Context: an optimization exercise on an open-source flow, tuned for small area and a short achievable clock period. The choices shown serve that exercise and are no tape-out recipe. Function was checked by simulation only, so behaviour that the tests miss may differ from the original.

[design/flow/design.v]
module crc24q_step (
    input  wire [23:0] crc_in,
    input  wire [7:0]  data,
    output wire [23:0] crc_out
);
    localparam [24:0] POLY = 25'h1864CFB;
    function [23:0] t24;
        input [7:0] idx;
        reg   [24:0] r;
        integer k;
        begin
            r = {1'b0, idx, 16'h0000};
            for (k = 0; k < 8; k = k + 1) begin
                r = r << 1;
                if (r[24])
                    r = r ^ POLY;
            end
            t24 = r[23:0];
        end
    endfunction
    assign crc_out = {crc_in[15:0], 8'h00} ^ t24(crc_in[23:16] ^ data);
endmodule
module gf256_mul (
    input  wire [7:0] a,
    input  wire [7:0] b,
    output wire [7:0] p
);
    function [7:0] gmul;
        input [7:0] x;
        input [7:0] y;
        reg   [14:0] acc;
        integer k;
        begin
            acc = 15'h0000;
            for (k = 0; k < 8; k = k + 1)
                if (y[k])
                    acc = acc ^ ({7'h00, x} << k);
            for (k = 14; k >= 8; k = k - 1)
                if (acc[k])
                    acc = acc ^ ({6'h00, 9'h11D} << (k - 8));
            gmul = acc[7:0];
        end
    endfunction
    assign p = gmul(a, b);
endmodule
module gf256_inv (
    input  wire [7:0] a,
    output wire [7:0] y
);
    wire [7:0] sq [0:7];    
    wire [7:0] pr [1:7];    
    assign sq[0] = a;
    genvar k;
    generate
        for (k = 1; k < 8; k = k + 1) begin : g_sq
            gf256_mul u_sq (.a(sq[k-1]), .b(sq[k-1]), .p(sq[k]));
        end
        for (k = 2; k < 8; k = k + 1) begin : g_pr
            gf256_mul u_pr (.a(pr[k-1]), .b(sq[k]), .p(pr[k]));
        end
    endgenerate
    assign pr[1] = sq[1];
    assign y     = pr[7];
endmodule
module rtcm3_framer #(
    parameter [23:0] CRC_INIT = 24'h000000
) (
    input  wire        clk,
    input  wire        rst,         
    input  wire        clear,       
    input  wire        byte_valid,
    input  wire [7:0]  byte_in,
    output reg         rec_valid,
    output reg  [1:0]  rec_code,
    output reg  [15:0] rec_msgid,
    output reg  [9:0]  rec_len
);
    localparam [2:0] S_HUNT = 3'd0,
                     S_HDR1 = 3'd1,
                     S_HDR2 = 3'd2,
                     S_BODY = 3'd3;
    localparam [1:0] CODE_FRAME = 2'd1,
                     CODE_CSUM  = 2'd2,
                     CODE_LEN   = 2'd3;
    reg  [2:0]  state;
    reg  [23:0] crc;
    reg  [1:0]  len_hi;
    reg  [9:0]  len;
    reg  [10:0] idx;        
    reg  [7:0]  first;      
    reg  [15:0] msgid;
    wire        restart = (state == S_HUNT) || (state == S_HDR1 && byte_in[7:2] != 6'd0);
    wire [23:0] crc_next;
    crc24q_step u_step (
        .crc_in (restart ? CRC_INIT : crc),
        .data   (byte_in),
        .crc_out(crc_next)
    );
    wire [9:0] len_now = {len_hi, byte_in};
    always @(posedge clk) begin
        if (rst) begin
            state     <= S_HUNT;
            crc       <= 24'h000000;
            len_hi    <= 2'd0;
            len       <= 10'd0;
            idx       <= 11'd0;
            first     <= 8'h00;
            msgid     <= 16'h0000;
            rec_valid <= 1'b0;
            rec_code  <= 2'd0;
            rec_msgid <= 16'h0000;
            rec_len   <= 10'd0;
        end else begin
            rec_valid <= 1'b0;
            if (clear) begin
                state <= S_HUNT;
            end else if (byte_valid) begin
                crc <= crc_next;
                case (state)
                    S_HUNT: begin
                        if (byte_in == 8'hD3)
                            state <= S_HDR1;
                    end
                    S_HDR1: begin
                        if (byte_in[7:2] != 6'd0) begin
                            state <= (byte_in == 8'hD3) ? S_HDR1 : S_HUNT;
                        end else begin
                            len_hi <= byte_in[1:0];
                            state  <= S_HDR2;
                        end
                    end
                    S_HDR2: begin
                        if (len_now == 10'd0) begin
                            rec_valid <= 1'b1;
                            rec_code  <= CODE_LEN;
                            rec_msgid <= 16'h0000;
                            rec_len   <= 10'd0;
                            state     <= S_HUNT;
                        end else begin
                            len   <= len_now;
                            idx   <= 11'd0;
                            msgid <= 16'hFFFF;
                            state <= S_BODY;
                        end
                    end
                    S_BODY: begin
                        idx <= idx + 11'd1;
                        if (idx == 11'd0)
                            first <= byte_in;
                        if (idx == 11'd1 && len >= 10'd2)
                            msgid <= {4'h0, first, byte_in[7:4]};
                        if (idx == {1'b0, len} + 11'd2) begin
                            rec_valid <= 1'b1;
                            rec_code  <= (crc_next == 24'h000000) ? CODE_FRAME : CODE_CSUM;
                            rec_msgid <= msgid;
                            rec_len   <= len;
                            state     <= S_HUNT;
                        end
                    end
                    default: state <= S_HUNT;
                endcase
            end
        end
    end
endmodule
module qzsl6_core #(
    parameter [23:0] CRC24Q_INIT = 24'h000000
) (
    input  wire        clk,
    input  wire        rst,         
    input  wire        cmd_valid,
    input  wire [3:0]  cmd_op,
    input  wire [23:0] cmd_arg,
    output reg  [23:0] crc,
    output reg  [7:0]  res,
    output reg         eq,
    output reg         err,
    output wire        rec_valid,
    output wire [1:0]  rec_code,
    output wire [15:0] rec_msgid,
    output wire [9:0]  rec_len
);
    localparam [3:0] OP_NOP      = 4'h0,
                     OP_SRST     = 4'h1,
                     OP_CRC_INIT = 4'h2,
                     OP_CRC_BYTE = 4'h3,
                     OP_CRC_CHK  = 4'h4,
                     OP_GF_MUL   = 4'h5,
                     OP_GF_MAC   = 4'h6,
                     OP_GF_INV   = 4'h7,
                     OP_DMX_BYTE = 4'h8,
                     OP_DMX_RST  = 4'h9;
    wire [7:0] a = cmd_arg[7:0];
    wire [7:0] b = cmd_arg[15:8];
    wire is_op   = cmd_valid;
    wire do_srst = is_op && cmd_op == OP_SRST;
    wire [23:0] crc_step;
    crc24q_step u_crc (
        .crc_in (crc),
        .data   (a),
        .crc_out(crc_step)
    );
    wire [7:0] prod;
    wire [7:0] inv;
    gf256_mul u_mul (.a(a), .b(b), .p(prod));
    gf256_inv u_inv (.a(a), .y(inv));
    always @(posedge clk) begin
        if (rst || do_srst) begin
            crc <= CRC24Q_INIT;
            res <= 8'h00;
            eq  <= 1'b0;
            err <= 1'b0;
        end else if (is_op) begin
            case (cmd_op)
                OP_NOP:      ;
                OP_CRC_INIT: crc <= CRC24Q_INIT;
                OP_CRC_BYTE: crc <= crc_step;
                OP_CRC_CHK:  eq  <= (crc == cmd_arg);
                OP_GF_MUL:   res <= prod;
                OP_GF_MAC:   res <= res ^ prod;
                OP_GF_INV: begin
                    if (a == 8'h00)
                        err <= 1'b1;
                    else
                        res <= inv;
                end
                OP_DMX_BYTE: ;
                OP_DMX_RST:  ;
                default:     err <= 1'b1;
            endcase
        end
    end
    rtcm3_framer #(
        .CRC_INIT(CRC24Q_INIT)
    ) u_dmx (
        .clk       (clk),
        .rst       (rst || do_srst),
        .clear     (is_op && cmd_op == OP_DMX_RST),
        .byte_valid(is_op && cmd_op == OP_DMX_BYTE),
        .byte_in   (a),
        .rec_valid (rec_valid),
        .rec_code  (rec_code),
        .rec_msgid (rec_msgid),
        .rec_len   (rec_len)
    );
endmodule
[design/flow/run.sh]
#!/bin/bash
# synth_recipe.tcl (not shown) runs the flow's synth.tcl, then flattens the netlist and writes it again
# the make line also repeats each setting of config.mk as NAME=value (left out here)
make -C /OpenROAD-flow-scripts/flow DESIGN_CONFIG=/design/flow/config.mk WORK_HOME=/design/flow/orfs CLKGATE_MAP_FILE= SYNTH_SCRIPT=/design/flow/synth_recipe.tcl finish
[design/flow/config.mk]
export PLATFORM = sky130hd
export DESIGN_NAME = qzsl6_core
export DESIGN_NICKNAME = qzsl6_core
export VERILOG_FILES = /design/flow/design.v
export SDC_FILE = /design/flow/constraint.sdc
export NUM_CORES = 4
export LEC_CHECK = 0
export CAP_MARGIN = 20
export CORE_MARGIN = 2
export CORE_UTILIZATION = 40
export PLACE_DENSITY = 0.6
export SLEW_MARGIN = 20
[design/flow/constraint.sdc]
create_clock -name core_clock -period 14.0 [get_ports {clk}]
set_input_delay 2.8000 -clock core_clock [delete_from_list [all_inputs] [get_ports {clk}]]
set_output_delay 2.8000 -clock core_clock [all_outputs]
set_load 0.01 [all_outputs]
==> results.sh <==
export IMPL_outcome="finished clean"
export IMPL_rows=76
export IMPL_dieArea_um2=45100
export IMPL_syn_to_final_growth_pct=17.4
export IMPL_period_needed_ps=13510
export IMPL_drtIter0Drc=1513
export IMPL_synth_seq_area_share=0.150
export IMPL_final_common_cell="nor2_1"
export IMPL_crit_type="input pin to flip-flop"
export IMPL_drive_above_1_share=0.131
export IMPL_drcViolationCount=0
export IMPL_place_area_um2=19500
export IMPL_start_util=0.404
export IMPL_clock_sinks=130
export IMPL_hold_class="flip-flop to flip-flop"
export IMPL_grt_pass1_wl_um=88400
export IMPL_critPathSlowestCell="clkdlybuf4s50_1"
export IMPL_place_congestion=0.895
export IMPL_finalCritPeriodShare=0.965
export IMPL_setup_ws_ps=489
export IMPL_synth_cell_types=89
export IMPL_dp_hpwl_um=40900
export IMPL_tritoncts="yes"
export IMPL_finalHoldViolCount=0
export IMPL_setup_viol=0
export IMPL_grt_max_degree=111
export IMPL_synthFlopType="dfxtp_1"
export IMPL_synth_edff_count=0
export IMPL_async_flop_share=0
export IMPL_required_ps=14250
export IMPL_start_kind="input pin"
export IMPL_dp_cells=2890
export IMPL_core_region_area_um2=43000
export IMPL_vias=16500
export IMPL_cts_path_max_buffers=2
export IMPL_clk_pin_slew_ps=70
export IMPL_path_common_cell="xnor3_1"
export IMPL_crit_fanout=27
export IMPL_io_pins=94
export IMPL_antenna_found_initial=0
export IMPL_hold_ws_ps=461
export IMPL_wl_per_cell_um=19.0
export IMPL_grt_pass1_vias=16000
export IMPL_synth_net_count=2274
export IMPL_slew_headroom=0.261
export IMPL_fmaxAchievable_mhz=74.0
export IMPL_grt_overflow=0
export IMPL_syn_area_per_cell_um2=7.77
export IMPL_grt_use_total=0.246
export IMPL_htreeDepth=4
export IMPL_ys_seq_elements=130
export IMPL_ant_nets=0
export IMPL_worst_pin_slew_ps=1100
export IMPL_synth_area_um2=17400
export IMPL_drv_max_cap_violation_count=0
export IMPL_antenna_cells=0
export IMPL_cp_data_arrival_time_ps=13760
export IMPL_clock_skew_ps=19.0
export IMPL_utilization=0.475
export IMPL_final_max_slew_viol_count=0
export IMPL_postSynthCellCount=2237
export IMPL_cp_slowest_stage_delay_ps=560
export IMPL_nFillCells=4293
export IMPL_clk_latency_ps=430
export IMPL_yosysWarnings=5
export IMPL_crit_path_end_kind="flip-flop"
export IMPL_design_area_um2=20400
export IMPL_dr_pass1_iters=7
export IMPL_cts_root_buf="clkbuf_16"
export IMPL_die_h_um=212
export IMPL_layout_common_cells="nor2_1 (351), xnor2_1 (347), nand2_1 (287)"
export IMPL_fin_cells=2940
export IMPL_routed_via_density=5.61
export IMPL_die_w_um=212
export IMPL_io_buffers=93
export IMPL_fin_nets=2379
export IMPL_routed_wl_um=55800
export IMPL_setup_tns_final_ps=0
export IMPL_cts_inserted_buffers=17
export IMPL_dp_slack_ps=-191
## final cells by class
| type | instances | area [um2] | area share |
|---|---|---|---|
| Multi-Input combinational cell | 1915 | 14200 | 0.696 |
| Clock buffer | 17 | 425 | 0.0209 |
| Sequential cell | 130 | 2600 | 0.128 |
| Clock inverter | 15 | 161 | 0.00791 |
| Inverter | 22 | 87.6 | 0.00429 |
| Tap cell | 585 | 732 | 0.0359 |
| Timing Repair Buffer | 256 | 2190 | 0.107 |
## repair_timing
action                                  CTS  global route
gates resized for setup                   0            23
hold buffers                              0             0
buffers inserted                          0            17
endpoints found under the hold margin     0             0
endpoints found under the setup margin    0             8
## final timing paths
path                   from  slack, ps                 to  cells past startpoint
max reg2reg  u_dmx.state[0]       8570  u_dmx.rec_code[1]                     16
max              cmd_arg[0]        490             res[4]                     38
min reg2reg    u_dmx.crc[2]        460       u_dmx.crc[2]                      2
min            u_dmx.crc[2]        460       u_dmx.crc[2]                      2
## flip-flops by register name, indices dropped and copies added (netlist names), 8 cells and up
signal / count
u_dmx.idx: 11
res: 8
u_dmx.rec_len: 10
u_dmx.len: 10
crc: 24
u_dmx.msgid: 13
u_dmx.first: 8
u_dmx.rec_msgid: 13
u_dmx.crc: 24
## synth_stat cells, types with 8 or more instances
cell | count | share of area
o22ai_1 | 22 | 0.0079
xnor3_1 | 71 | 0.092
buf_1 | 26 | 0.0056
xor2_1 | 128 | 0.065
nor4_1 | 16 | 0.0058
nor3_1 | 39 | 0.011
nor2_1 | 352 | 0.076
inv_1 | 20 | 0.0043
a31oi_1 | 10 | 0.0036
nor2b_1 | 17 | 0.0061
o221ai_1 | 8 | 0.0040
a211oi_1 | 39 | 0.017
a21oi_1 | 103 | 0.030
o21ai_0 | 58 | 0.017
xnor2_1 | 360 | 0.18
and2_1 | 9 | 0.0032
xnor3_2 | 15 | 0.021
a22oi_1 | 54 | 0.023
dfxtp_1 | 130 | 0.15
nand2_1 | 287 | 0.062
o211ai_1 | 14 | 0.0060
buf_4 | 9 | 0.0039
nand2b_1 | 18 | 0.0065
clkbuf_1 | 105 | 0.023
xor3_1 | 11 | 0.015
and3_1 | 12 | 0.0043
nand3_1 | 44 | 0.013
or3_1 | 10 | 0.0036
buf_2 | 26 | 0.0075
xnor2_2 | 15 | 0.014
mux2i_1 | 30 | 0.017
nand4_1 | 18 | 0.0065
xor2_2 | 12 | 0.011
## worst max-delay path: cells and delay by family
family	cells	cell delay, ps
xor+xnor	20	6940
buf+inv	6	1730
compound gates	6	1300
simple gates	6	940
## per-layer routing
metal / vias to the layer above / track usage / share of wire
met3: 101 / 0.0323 / 0.065
li1: 7827 / - / -
met4: 0 / 0.0719 / 0.024
met1: 7914 / 0.333 / 0.44
met5: - / 0 / 0
met2: 657 / 0.407 / 0.47
## kinds of logic (layout without fill, tap and decap cells)
| kind of cell | after synthesis | count (layout) | share of synthesized area |
|---|---|---|---|
| simple gates | 853 | 853 | 0.213 |
| xor+xnor | 617 | 617 | 0.407 |
| compound gates | 401 | 401 | 0.156 |
| buf+inv | 192 | 310 | 0.0470 |
| flops | 130 | 130 | 0.150 |
| mux | 36 | 36 | 0.0218 |
| fa+ha+maj | 8 | 8 | 0.00547 |

what the ideal ports hide:
In the flow no input, the clock included, has a driving cell. The finished layout below was timed again as built, in two steps. Step 1 sets driving cells, clkbuf_16 on the clock port and buf_2 on the other inputs (assumed; they add their load-dependent delay and slew). Step 2 moves the port delays by t, midway between the first and last clock arrival at a register: inputs arrive t later, outputs are due t later. That takes back most of the time a late clock gives input paths. a / b / c = no drivers / after step 1 / after step 2; a / b = the first two.
t (ns): 0.464
slack for setup (ns): 0.489 / 0.491 / 0.028
hold slack, ns: 0.461 / 0.461 / 0.461
After both steps setup and hold are still met in this run. For this run, drivers alone change the setup slack by +0.002 ns; drivers and shift together by -0.461 ns.
